Context: an optimization exercise on an open-source flow, tuned for small area, a short achievable clock period and few clock cycles. The choices shown serve that exercise and are no tape-out recipe.
At most, simulation tests tie the RTL to the original design; equivalence was not proved.
Power figures rest on the tool's default switching activity, not on a simulated workload.

==> inputs of v12 <==
## ifsb_codec
module ifsb_codec (
    input  wire        clk,
    input  wire        rst,
    input  wire        req_valid,
    input  wire [7:0]  req_data,
    output wire        req_ready,
    output wire        dout_valid,
    output wire [7:0]  dout_data,
    input  wire        dout_ready,
    output wire        rsp_valid,
    input  wire        rsp_ready,
    output wire [3:0]  rsp_code,
    output wire        rsp_has_status,
    output wire [7:0]  rsp_status,
    output wire [15:0] rsp_value,
    output wire [7:0]  rsp_consumed,
    output wire [31:0] rsp_info
);
    localparam [3:0] R_OK          = 4'd0;
    localparam [3:0] R_NO_RESPONSE = 4'd1;
    localparam [3:0] R_NOOP        = 4'd2;
    localparam [3:0] R_SYNC_ERR    = 4'd3;
    localparam [3:0] R_TRUNCATED   = 4'd4;
    localparam [3:0] R_LEN_ERR     = 4'd5;
    localparam [3:0] R_CRC_ERR     = 4'd6;
    localparam [3:0] R_ENC_ERR     = 4'd7;
    localparam [3:0] R_ILLEGAL_OP  = 4'd11;
    localparam [15:0] K_FC = 16'h3DE3;    
    reg  [1:0]  hc;         
    reg         hv;         
    reg  [2:0]  op;
    reg         bad;        
    reg  [7:0]  cmd;
    reg  [7:0]  rem;        
    reg         dmode;      
    reg         rr;         
    reg  [7:0]  abuf;       
    reg         dv;         
    reg         anew;       
    reg  [7:0]  bbuf;       
    reg         bv;
    reg  [15:0] acc;        
    reg  [15:0] crc_reg;    
  ...
export LEC_CHECK = 0
export CAP_MARGIN = 20
export CORE_MARGIN = 2
export CORE_UTILIZATION = 40
export SLEW_MARGIN = 20
create_clock -name core_clock -period 10.0 [get_ports {clk}]
standard.sh (not shown) runs the stock make flow with config.mk's settings and CLKGATE_MAP_FILE= SYNTH_SCRIPT=/design/flow/synth_recipe.tcl, a recipe that flattens the netlist after the stock synthesis.
==> flow/flow/run.sh <==
#!/bin/bash
set -euo pipefail
bash standard.sh SETUP_SLACK_MARGIN=7.0 \
  "BUFFER_PORTS_ARGS=-buffer_cell sky130_fd_sc_hd__buf_1" \
  finish > standard_flow.log 2>&1
==> v11: changes against v12 <==
==> flow/design.v (replaced) <==
module ifsb_crc_rom (
    input  wire [7:0]  addr,
    output wire [15:0] data
);
    wire [7:0] x = addr;
    wire [3:0] y = x[3:0] ^ x[7:4];
    assign data[0]  = y[0];
    assign data[1]  = y[1];
    assign data[2]  = y[2];
    assign data[3]  = y[3] ^ x[0];
    assign data[4]  = x[1];
    assign data[5]  = x[2];
    assign data[6]  = x[3];
    assign data[7]  = y[0];
    assign data[8]  = y[1] ^ x[0];
    assign data[9]  = y[2] ^ x[1];
    assign data[10] = y[3] ^ x[2];
    assign data[11] = x[3];
    assign data[12] = y[0];
    assign data[13] = y[1];
    assign data[14] = y[2];
    assign data[15] = y[3];
endmodule
module ifsb_codec (
    input  wire        clk,
    input  wire        rst,
    input  wire        req_valid,
    input  wire [7:0]  req_data,
    output wire        req_ready,
    output wire        dout_valid,
    output wire [7:0]  dout_data,
    input  wire        dout_ready,
    output wire        rsp_valid,
    input  wire        rsp_ready,
    output wire [3:0]  rsp_code,
    output wire        rsp_has_status,
    output wire [7:0]  rsp_status,
    output wire [15:0] rsp_value,
    output wire [7:0]  rsp_consumed,
    output wire [31:0] rsp_info
);
    localparam [3:0] R_OK          = 4'd0;
    localparam [3:0] R_NO_RESPONSE = 4'd1;
    localparam [3:0] R_NOOP        = 4'd2;
    localparam [3:0] R_SYNC_ERR    = 4'd3;
    localparam [3:0] R_TRUNCATED   = 4'd4;
    localparam [3:0] R_LEN_ERR     = 4'd5;
    localparam [3:0] R_CRC_ERR     = 4'd6;
    localparam [3:0] R_ENC_ERR     = 4'd7;
    localparam [3:0] R_ILLEGAL_OP  = 4'd11;
    reg  [1:0]  hc;         
    reg         hv;         
    reg  [2:0]  op;
    reg         bad;        
    reg  [7:0]  cmd;
    reg  [7:0]  rem;        
    reg         dmode;      
    reg         rr;         
    reg  [7:0]  abuf;       
    reg         dv;         
    reg         anew;       
    reg  [7:0]  bbuf;       
    reg         bv;
    reg  [15:0] acc;        
    reg  [15:0] crc_reg;    
    reg s_idle, s_rsp;
    reg s_elen, s_ecmd, s_edata, s_elo, s_ehi, s_eend;
    reg s_crc, s_drain;
    reg s_pb0, s_pb1, s_pb2, s_pdata, s_plo, s_phi, s_pchk, s_pdone;
    reg go_q;               
    reg chk3;               
    reg b3bad;              
    reg  [3:0]  r_code;
    reg         r_hs;
    reg  [7:0]  r_status;
    reg  [7:0]  r_cons;
    reg  [15:0] r_info;     
    reg         valsel;     
    reg         errsel;     
    wire fire   = req_valid & rr;
    wire dfire  = fire & dmode;
    wire hfire  = fire & ~dmode;
    wire afree  = ~dv | dout_ready;
    wire rem1   = (rem == 8'd1);
    wire remz   = (rem == 8'd0);
    wire cmdz   = (cmd == 8'd0);
    wire [15:0] rom_q;
    ifsb_crc_rom u_rom (
        .addr (acc[7:0] ^ abuf),
        .data (rom_q)
    );
    wire [15:0] step_out = {8'h00, acc[15:8]} ^ rom_q;
    wire [15:0] acc_now  = anew ? step_out : acc;
    wire hdr_last  = hfire & (hc == 2'd3);
    wire exec_free = s_idle | (s_rsp & rsp_ready);
    wire go        = (hv | hdr_last) & exec_free;
    wire op_is1    = (op == 3'd1);
    wire pre_ill   = bad |
                     ((op == 3'd0) & ~(cmdz & remz)) |
                     (op_is1 & ~remz) |
                     (((op == 3'd2) | (op == 3'd4)) & ~cmdz);
    wire op_crc    = ~pre_ill & ((op == 3'd0) | op_is1 | (op == 3'd2));
    wire op_enc    = ~pre_ill & (op == 3'd3);
    wire enc_err   = op_enc & (rem > 8'd250);
    wire op_encok  = op_enc & ~enc_err;
    wire op_parse  = ~pre_ill & (op == 3'd4);
    wire rsv1_bad  = (req_data != 8'h00);
    wire abort     = chk3 & b3bad;
    wire run       = ~abort;        
    wire outbyte   = s_edata | s_pdata;
    wire s_ptrunc  = s_pb1 | s_pb2 | s_pdata | s_plo | s_phi;   
    wire pend      = ~dmode;                                       
    wire d_zero    = (req_data == 8'h00);
    wire d_sync    = (req_data == 8'hFC);
    wire d_short   = (req_data < 8'd5);
    wire [7:0] cons_p3 = r_cons + 8'd3;
    wire [7:0] cons_m3 = r_cons - 8'd3;
    wire last_pay  = (cons_p3 == r_info[7:0]);
    wire len5      = (r_info[7:0] == 8'd5);
    wire crc_match = (r_info == acc);
    wire pb0_fire  = s_pb0 & dfire;
    wire pb1_fire  = s_pb1 & dfire;
    wire pb2_fire  = s_pb2 & dfire;
    wire pd_fire   = s_pdata & dfire;
    wire plo_fire  = s_plo & dfire;
    wire phi_fire  = s_phi & dfire;
    wire p_noresp  = s_pb0 & pend;
    wire p_trunc   = s_ptrunc & pend;
    wire p_noop    = pb0_fire & d_zero;
    wire p_sync    = pb0_fire & ~d_zero & ~d_sync;
    wire p_lenerr  = pb1_fire & d_short;
    wire p_check   = s_pchk & ~anew & ~bv;
    wire p_ok      = p_check & crc_match;
    wire p_crcerr  = p_check & ~crc_match;
    wire p_done_n  = s_pdone & pend & ~bv & ~dv;
    wire e_len     = s_elen & afree;
    wire e_cmd     = s_ecmd & afree;
    wire e_last    = s_edata & dfire & rem1;
    wire e_lo      = s_elo & afree & ~bv;
    wire e_hi      = s_ehi & afree;
    wire e_end     = s_eend & dout_ready;
    wire c_end     = s_crc & pend;
    wire dr_end    = s_drain & pend;
    wire rsp_done  = s_rsp & rsp_ready;
    wire bv_n     = bv ? ~afree : (dfire & outbyte & ~afree);
    wire hv_n     = ~go & (hv | hdr_last);
    wire s_elen_n = go ? op_encok : (s_elen & ~afree & run);
    wire s_ecmd_n = ~go & run & (e_len | (s_ecmd & ~afree));
    wire dmode_n  = go ? (op_encok | ~remz) :
                    (e_cmd & run) ? ~remz :
                    (dfire & rem1) ? 1'b0 : dmode;
    wire rr_n     = dmode_n ? (~bv_n & ~s_elen_n & ~s_ecmd_n) : ~hv_n;
    wire a_req  = dfire & ((outbyte & afree) | s_crc | s_pb0 | s_pb1 | s_pb2);
    wire a_b    = bv & afree;
    wire a_fc   = go & op_encok;
    wire a_len  = e_len;
    wire a_cmd  = e_cmd | (go & op_crc & op_is1);
    wire a_lo   = e_lo;
    wire a_hi   = e_hi;
    wire a_ld   = a_req | a_b | a_fc | a_len | a_cmd | a_lo | a_hi;
    wire [7:0] len_byte = rem + 8'd5;
    wire [7:0] abuf_d = ({8{a_req}} & req_data) |
                        ({8{a_b}}   & bbuf) |
                        ({8{a_fc}}  & 8'hFC) |
                        ({8{a_len}} & len_byte) |
                        ({8{a_cmd}} & cmd) |
                        ({8{a_lo}}  & acc_now[7:0]) |
                        ({8{a_hi}}  & acc[15:8]);
    wire dv_set  = (a_req & outbyte) | a_b | (a_fc & ~(hdr_last & rsv1_bad)) |
                   a_len | e_cmd | a_lo | a_hi;
    wire dv_d    = run & (dv_set | (dv & ~dout_ready));
    wire anew_d  = (a_req | a_b | a_fc | a_len | a_cmd);
    wire acc_zero = go & (op_encok | op_parse | (op_crc & ~op_is1));
    wire acc_crc  = go & op_crc & op_is1;
    wire acc_ld   = acc_zero | acc_crc | anew;
    wire [15:0] acc_d = ({16{acc_crc}} & crc_reg) |
                        ({16{~acc_zero & ~acc_crc}} & step_out);
    wire crc_ld   = s_crc & run;
    wire init     = go_q & run;           
    wire code_ld  = go | abort | p_noresp | p_trunc | p_noop | p_sync | p_lenerr | p_crcerr;
    wire [3:0] code_d = ({4{go & pre_ill}}  & R_ILLEGAL_OP) |
                        ({4{go & enc_err}}  & R_ENC_ERR) |
                        ({4{abort}}         & R_ILLEGAL_OP) |
                        ({4{p_noresp}}      & R_NO_RESPONSE) |
                        ({4{p_trunc}}       & R_TRUNCATED) |
                        ({4{p_noop}}        & R_NOOP) |
                        ({4{p_sync}}        & R_SYNC_ERR) |
                        ({4{p_lenerr}}      & R_LEN_ERR) |
                        ({4{p_crcerr}}      & R_CRC_ERR);
    wire hs_ld    = go_q | p_noop | p_ok;
    wire hs_d     = run & (p_noop | p_ok);
    wire st_req   = pb2_fire;
    wire st_clr   = go_q | p_trunc | p_crcerr;
    wire [7:0] status_d = {8{st_req}} & req_data;
    wire cons_clr = go_q;
    wire cons_inc = pb0_fire | pb1_fire | pb2_fire | pd_fire | plo_fire | phi_fire;
    wire [7:0] cons_d = cons_clr ? {7'd0, pb0_fire & run} : (r_cons + 8'd1);
    wire i_req_lo = run & (pb0_fire | pb1_fire | plo_fire);
    wire i_req_hi = phi_fire;
    wire i_n      = init & s_drain & (r_code == R_ENC_ERR);
    wire i_got    = s_pdata & pend;
    wire i_clr    = go_q | abort | p_ok | p_noresp | p_trunc;
    wire i_lo_ld  = i_req_lo | i_clr;
    wire i_hi_ld  = i_req_hi | i_clr;
    wire [7:0] info_lo_d = ({8{i_req_lo}} & req_data) |
                           ({8{i_n}}      & rem) |
                           ({8{i_got}}    & cons_m3) |
                           {7'd0, s_phi & pend};
    wire [7:0] info_hi_d = ({8{i_req_hi}} & req_data) |
                           {6'd0, (s_pdata | s_plo | s_phi) & pend,
                                  (s_pb2 | s_plo | s_phi) & pend};
    wire vs_ld    = go_q;
    wire vs_d     = run & (s_crc | s_elen | s_ecmd);
    wire es_ld    = go_q | p_crcerr;
    wire es_d     = run & p_crcerr;
    always @(posedge clk) begin
        if (rst) begin
            hc      <= 2'd0;
            hv      <= 1'b0;
            dmode   <= 1'b0;
            rr      <= 1'b1;
            dv      <= 1'b0;
            anew    <= 1'b0;
            bv      <= 1'b0;
            crc_reg <= 16'h0000;
            go_q    <= 1'b0;
            chk3    <= 1'b0;
            s_idle  <= 1'b1;
            s_rsp   <= 1'b0;
            s_elen  <= 1'b0;  s_ecmd  <= 1'b0;  s_edata <= 1'b0;
            s_elo   <= 1'b0;  s_ehi   <= 1'b0;  s_eend  <= 1'b0;
            s_crc   <= 1'b0;  s_drain <= 1'b0;
            s_pb0   <= 1'b0;  s_pb1   <= 1'b0;  s_pb2   <= 1'b0;
            s_pdata <= 1'b0;  s_plo   <= 1'b0;  s_phi   <= 1'b0;
            s_pchk  <= 1'b0;  s_pdone <= 1'b0;
        end else begin
            dmode <= dmode_n;
            hv    <= hv_n;
            bv    <= bv_n;
            rr    <= rr_n;
            dv    <= dv_d;
            anew  <= anew_d;
            go_q  <= go;
            chk3  <= go & ~hv & ~pre_ill;
            b3bad <= rsv1_bad;
            if (crc_ld)
                crc_reg <= acc_now;
            s_idle  <= go ? 1'b0 : (s_idle | rsp_done);
            s_rsp   <= ~go & run & ((s_rsp & ~rsp_ready) | e_end | c_end | dr_end | p_done_n);
            s_elen  <= s_elen_n;
            s_ecmd  <= s_ecmd_n;
            s_edata <= run & ((e_cmd & ~remz) | (s_edata & ~e_last));
            s_elo   <= (e_cmd & remz) | e_last | (s_elo & ~e_lo);
            s_ehi   <= e_lo | (s_ehi & ~e_hi);
            s_eend  <= e_hi | (s_eend & ~e_end);
            s_crc   <= (go & op_crc) | (s_crc & ~pend & run);
            s_drain <= (go & (pre_ill | enc_err)) | abort | (s_drain & ~pend);
            s_pb0   <= (go & op_parse) | (s_pb0 & ~pend & ~dfire & run);
            s_pb1   <= run & ((pb0_fire & d_sync) | (s_pb1 & ~pend & ~dfire));
            s_pb2   <= (pb1_fire & ~d_short) | (s_pb2 & ~pend & ~dfire);
            s_pdata <= (pb2_fire & ~len5) | (s_pdata & ~pend & ~(dfire & last_pay));
            s_plo   <= (pb2_fire & len5) | (pd_fire & last_pay) | (s_plo & ~pend & ~dfire);
            s_phi   <= plo_fire | (s_phi & ~pend & ~dfire);
            s_pchk  <= phi_fire | (s_pchk & ~p_check);
            s_pdone <= run & (p_noresp | p_trunc | p_noop | p_sync | p_lenerr | p_check |
                              (s_pdone & ~p_done_n));
        end
        if (hfire) begin
            hc <= hc + 2'd1;
            if (hc == 2'd0) begin
                op  <= req_data[2:0];
                bad <= (req_data[7:3] != 5'd0) |
                       (req_data[2] & (req_data[1] | req_data[0]));
            end
            if (hc == 2'd1)
                cmd <= req_data;
            if (hc == 2'd3)
                bad <= bad | rsv1_bad;
        end
        if (hfire & (hc == 2'd2))
            rem <= req_data;
        else if (dfire)
            rem <= rem - 8'd1;
        if (rst)
            hc <= 2'd0;
        if (~bv)
            bbuf <= req_data;
        if (a_ld)
            abuf <= abuf_d;
        if (acc_ld)
            acc <= acc_d;
        if (code_ld)
            r_code <= code_d;
        if (hs_ld)
            r_hs <= hs_d;
        if (st_req | st_clr)
            r_status <= status_d;
        if (cons_clr | cons_inc)
            r_cons <= cons_d;
        if (i_lo_ld)
            r_info[7:0] <= info_lo_d;
        if (i_hi_ld)
            r_info[15:8] <= info_hi_d;
        if (vs_ld)
            valsel <= vs_d;
        if (es_ld)
            errsel <= es_d;
    end
    assign req_ready      = rr;
    assign dout_valid     = dv;
    assign dout_data      = abuf;
    assign rsp_valid      = s_rsp;
    assign rsp_code       = r_code;
    assign rsp_has_status = r_hs;
    assign rsp_status     = r_status;
    assign rsp_value      = acc & {16{valsel}};
    assign rsp_consumed   = r_cons;
    assign rsp_info       = {acc & {16{errsel}}, r_info};
endmodule
==> flow/flow/run.sh (replaced) <==
#!/bin/bash
set -euo pipefail
bash standard.sh SETUP_SLACK_MARGIN=7.5 \
  "BUFFER_PORTS_ARGS=-buffer_cell sky130_fd_sc_hd__buf_1" \
  "CTS_BUF_LIST=sky130_fd_sc_hd__clkbuf_4 sky130_fd_sc_hd__clkbuf_8" \
  finish > standard_flow.log 2>&1
==> comparison table <==
Outcome: v11 no timing/DRC/antenna violations; v12 no timing/DRC/antenna violations
Cell count after placement: v11 1043; v12 994
Nets@finish: v11 1012; v12 888
Worst path required time: v11 8000 ps; v12 10160 ps
Final Worst Setup Slack: v11 6670 ps; v12 6910 ps
Clock latency on the worst-skew pair: v11 470 ps; v12 430 ps
Count of plain and timing-repair buffers: v11 257; v12 175
Clock network fraction of total power: v11 42.6%; v12 49.5%
Xor/xnor share of the synthesized area: v11 9.16%; v12 9.91%
Switching Share: v11 23.2%; v12 23.2%
Multi-input gate share of the layout cell area: v11 41.4%; v12 38.3%
Clock network area share: v11 4.03%; v12 6.62%
Final routed wirelength across all metal layers: v11 27.7 mm; v12 23.9 mm
Final GP Congestion: v11 0.870; v12 0.900
Number of combinational gates with multiple inputs: v11 554; v12 513
Startpoint of the lowest-slack hold path: v11 s_eend$_SDFF_PP0_; v12 crc_reg[1]$_SDFFE_PP0P_
Final critical-path share of the clock period: v11 33.3%; v12 30.9%
Non-clock buffering overhead: v11 18.4%; v12 12.5%
Ratio of total power to cell area: v11 109 nW/um^2; v12 141 nW/um^2
Cell-internal power: v11 0.929 mW; v12 1.00 mW
Number of fillers in the final layout: v11 1482; v12 1631
Max transition margin: v11 32.9%; v12 28.2%
Worst slack on hold paths: v11 488 ps; v12 457 ps
Post-synth top area share: v11 36.9%; v12 36.9%
Average cell area after synthesis: v11 9.89 um^2; v12 10.1 um^2
Total non-filler cell area in the finished layout: v11 11100 um^2; v12 9240 um^2
Testbench counts of v12, summed over its fixed seeds: cycles 72,419.
Only the layout flow was run in v11; the RTL was not checked for function there.

what the ideal ports hide:
Ports are ideal in the flow. The routed layouts listed here were re-timed in OpenROAD.
Step 1 (the two cells are an assumption about what drives the block):
set clk [get_ports {clk}]
set_driving_cell -lib_cell sky130_fd_sc_hd__clkbuf_16 $clk
set_driving_cell -lib_cell sky130_fd_sc_hd__buf_2 [delete_from_list [all_inputs] $clk]
Step 2 also shifts input and output timing later by t, the mid clock arrival at the registers, as if the neighbouring blocks saw the same clock.
Slacks: ideal ports / drivers / drivers and shift; pairs: ideal ports / drivers.
| run | t, ns | slack for setup (ns) | pins driven straight from the clock port |
|---|---|---|---|
| v12 | 0.465 | 6.907 / 6.900 / 6.435 | 1 |
| v11 | 0.495 | 6.672 / 6.632 / 6.360 | 1 |
After both steps every run listed still meets setup and hold. For v12, which loses most, drivers alone change the setup slack by -0.007 ns; drivers and shift together by -0.472 ns.
